Source: an optimization exercise on an open RTL-to-GDS flow (aim: small area, a short achievable clock period and few clock cycles per item). Production flows keep margins and buffers that such runs may drop. Function was checked by simulation only, so behaviour that the tests miss may differ from the original.

Setup of run 1:
## yrc_pix2x2
module yrc_pix2x2 (
    input  wire        clk,
    input  wire        rst,         
    input  wire        in_valid,
    output wire        in_ready,
    input  wire [31:0] in_y,        
    input  wire [7:0]  in_v,
    input  wire [7:0]  in_u,
    output reg         out_valid,
    input  wire        out_ready,
    output reg  [95:0] out_rgb,     
    output reg  [31:0] out_gray     
);
clock: 22.0 ns
lec_check: 0
cap_margin: 20
core_margin: 2
core_utilization: 40
slew_margin: 20
standard.sh (not shown) runs the stock make flow with config.mk's settings and CLKGATE_MAP_FILE= SYNTH_SCRIPT=/design/flow/synth_recipe.tcl, a recipe that flattens the netlist after the stock synthesis.
==> flow/flow/run.sh <==
#!/bin/bash
# Standard layout with two changes:
#  - between synthesis and floorplan, flow/invpush.py removes inverters around
#    full-adder cells in the synthesized netlist (a full adder is self-dual),
#    keeping every register as synthesized;
#  - the port buffers that global placement inserts are buf_2 cells.
set -euo pipefail
R=orfs/results/${FLOW_PLATFORM}/yrc_pix2x2/base
bash standard.sh synth > synth.log 2>&1
cp $R/1_2_yosys.v $R/1_2_yosys_std.v
python3 flow/invpush.py $R/1_2_yosys_std.v $R/1_2_yosys.v > invpush.log 2>&1
# rebuild the synthesis database from the edited netlist, then lay it out
rm -f $R/1_synth.odb $R/1_synth.sdc
bash standard.sh finish "BUFFER_PORTS_ARGS=-buffer_cell sky130_fd_sc_hd__buf_2" > layout.log 2>&1
Other scripts of this flow, unchanged in this note and not shown: flow/flow/invpush.py
Testbench counts of run 1, summed over its fixed seeds: cycles 8,012, items 8,000.
Inputs modified between run 1 and run 2:
--- a/flow/design.v
+++ b/flow/design.v
@@ -612,30 +612,30 @@
     wire t601 = t524 ^ t589;
     wire t602 = t526 ^ t563;
     wire t603 = t528 ^ t591;
     wire t604 = cb[18] ^ t575;
     wire t605 = cb[18] ^ t593;
     assign rs = {t493, t492, t491, t490, t489, t488, t487, t486, t485, t484, t483};
     assign gs = {t381, t380, t379, t378, t377, t376, t375, t374, t373, t372};
     assign bs = {t605, t604, t603, t602, t601, t600, t599, t598, t597, t596, t595};
 endmodule
 module yrc_chroma (
     input  wire [7:0]  v,
     input  wire [7:0]  u,
+    input  wire [7:0]  nv,    
+    input  wire [7:0]  nu,    
     output wire [17:0] cr,
     output wire [28:0] cg,
     output wire [18:0] cb
 );
-    wire [7:0] nv = ~v;
-    wire [7:0] nu = ~u;
     wire c0 = ~nv[7];
     wire c1 = ~v[6];
     wire c2 = ~nv[7];
     wire c3 = ~(nv[5] ^ v[2]);
     wire c4 = nv[5] | v[2];
     wire c5 = ~(nv[6] ^ v[3]);
     wire c6 = nv[6] | v[3];
     wire c7 = nv[7] ^ v[4];
     wire c8 = nv[7] & v[4];
     wire c9 = ~(v[5] ^ v[3]);
     wire c10 = v[5] | v[3];
     wire c11 = ~(v[6] ^ v[4]);
@@ -1790,25 +1790,25 @@
     input  wire [31:0] in_y,        
     input  wire [7:0]  in_v,
     input  wire [7:0]  in_u,
     output reg         out_valid,
     input  wire        out_ready,
     output reg  [95:0] out_rgb,     
     output reg  [31:0] out_gray     
 );
     wire adv = !out_valid || out_ready;
     reg        sk_valid;
     reg [47:0] sk;
     reg        s1_valid, s2_valid;
-    reg [47:0] s1;
+    reg [63:0] s1;
     reg [127:0] s2;    
     assign in_ready = !sk_valid;
     wire in_fire = in_valid && !sk_valid;
     always @(posedge clk) begin
         if (rst) begin
             sk_valid  <= 1'b0;
             s1_valid  <= 1'b0;
             s2_valid  <= 1'b0;
             out_valid <= 1'b0;
         end else begin
             if (adv) begin
                 sk_valid  <= 1'b0;
@@ -1819,43 +1819,43 @@
                 sk_valid  <= 1'b1;
             end
         end
     end
     always @(posedge clk) begin
         if (!sk_valid) sk <= {in_u, in_v, in_y};
     end
     wire [7:0]  y_v = s1[39:32];
     wire [7:0]  y_u = s1[47:40];
     wire [17:0] cr;
     wire [28:0] cg;
     wire [18:0] cb;
-    yrc_chroma u_chroma (.v(y_v), .u(y_u), .cr(cr), .cg(cg), .cb(cb));
+    yrc_chroma u_chroma (.v(y_v), .u(y_u), .nv(s1[55:48]), .nu(s1[63:56]), .cr(cr), .cg(cg), .cb(cb));
     wire [127:0] sums;
     wire [95:0]  rgb;
     wire [31:0]  gray;
     wire [47:0] blk = sk_valid ? sk : {in_u, in_v, in_y};
     wire [31:0] yl;
     genvar k;
     generate
         for (k = 0; k < 4; k = k + 1) begin : px
             assign yl[8*k +: 8] = (blk[8*k+4 +: 4] == 4'd0) ? 8'd0
                                 : {blk[8*k+4 +: 4] - 4'd1, blk[8*k +: 4]};
             yrc_yuv_px u_yuv (
                 .yl(s1[8*k +: 8]), .cr(cr), .cg(cg), .cb(cb),
                 .rs(sums[32*k +: 11]), .gs(sums[32*k+11 +: 10]), .bs(sums[32*k+21 +: 11])
             );
             yrc_gray_px u_gray (
                 .rs(s2[32*k +: 11]), .gs(s2[32*k+11 +: 10]), .bs(s2[32*k+21 +: 11]),
                 .r(rgb[24*k +: 8]), .g(rgb[24*k+8 +: 8]), .b(rgb[24*k+16 +: 8]),
                 .gray(gray[8*k +: 8])
             );
         end
     endgenerate
     always @(posedge clk) begin
         if (adv) begin
-            s1       <= {blk[47:32], yl};
+            s1       <= {~blk[47:32], blk[47:32], yl};
             s2       <= sums;
             out_rgb  <= rgb;
             out_gray <= gray;
         end
     end
 endmodule
## What came out
- Run 2: PASS, flow complete, no timing, DRC or antenna violations
- On run 2: floorplan core area is 1200 µm² higher than what run 1 gave.
- Synthesized netlist cell count, run 2 vs run 1: down slightly
- Compared with run 1, run 2 shows a higher slack of the worst reg-to-reg path.
- The global-route usage of run 2 is higher than that of run 1.
- Diff run 1 -> run 2: vertical die dimension about even, max-cap check violation count about even, register fraction of the total cell area rose 0.92 points, via count fell about 1.6%.
- Against run 1, number of clock-tree buffers in the layout in run 2 rose slightly.
Testbench counts of run 2, summed over its fixed seeds: cycles 8,012, items 8,000.

## afterwards: timing with drivers on the ports
How much do the figures lean on ideal ports? The routed layouts below were timed once more, with nothing changed but the port constraints.
Step 1 sets driving cells, clkbuf_16 on the clock port and buf_2 on the other inputs (assumed; they add their load-dependent delay and slew).
Step 2 also shifts input and output timing later by t, the mid clock arrival at the registers, as if the neighbouring blocks saw the same clock.
Slacks: no drivers / after step 1 / after step 2; pairs: no drivers / after step 1.
run	t (ns)	slack for setup (ns)	hold slack, ns
run 1	0.669	14.249 / 14.249 / 14.249	0.457 / 0.457 / 0.457
run 2	0.683	14.445 / 14.445 / 14.445	0.466 / 0.466 / 0.466
After both steps setup and hold are still met in every run listed.
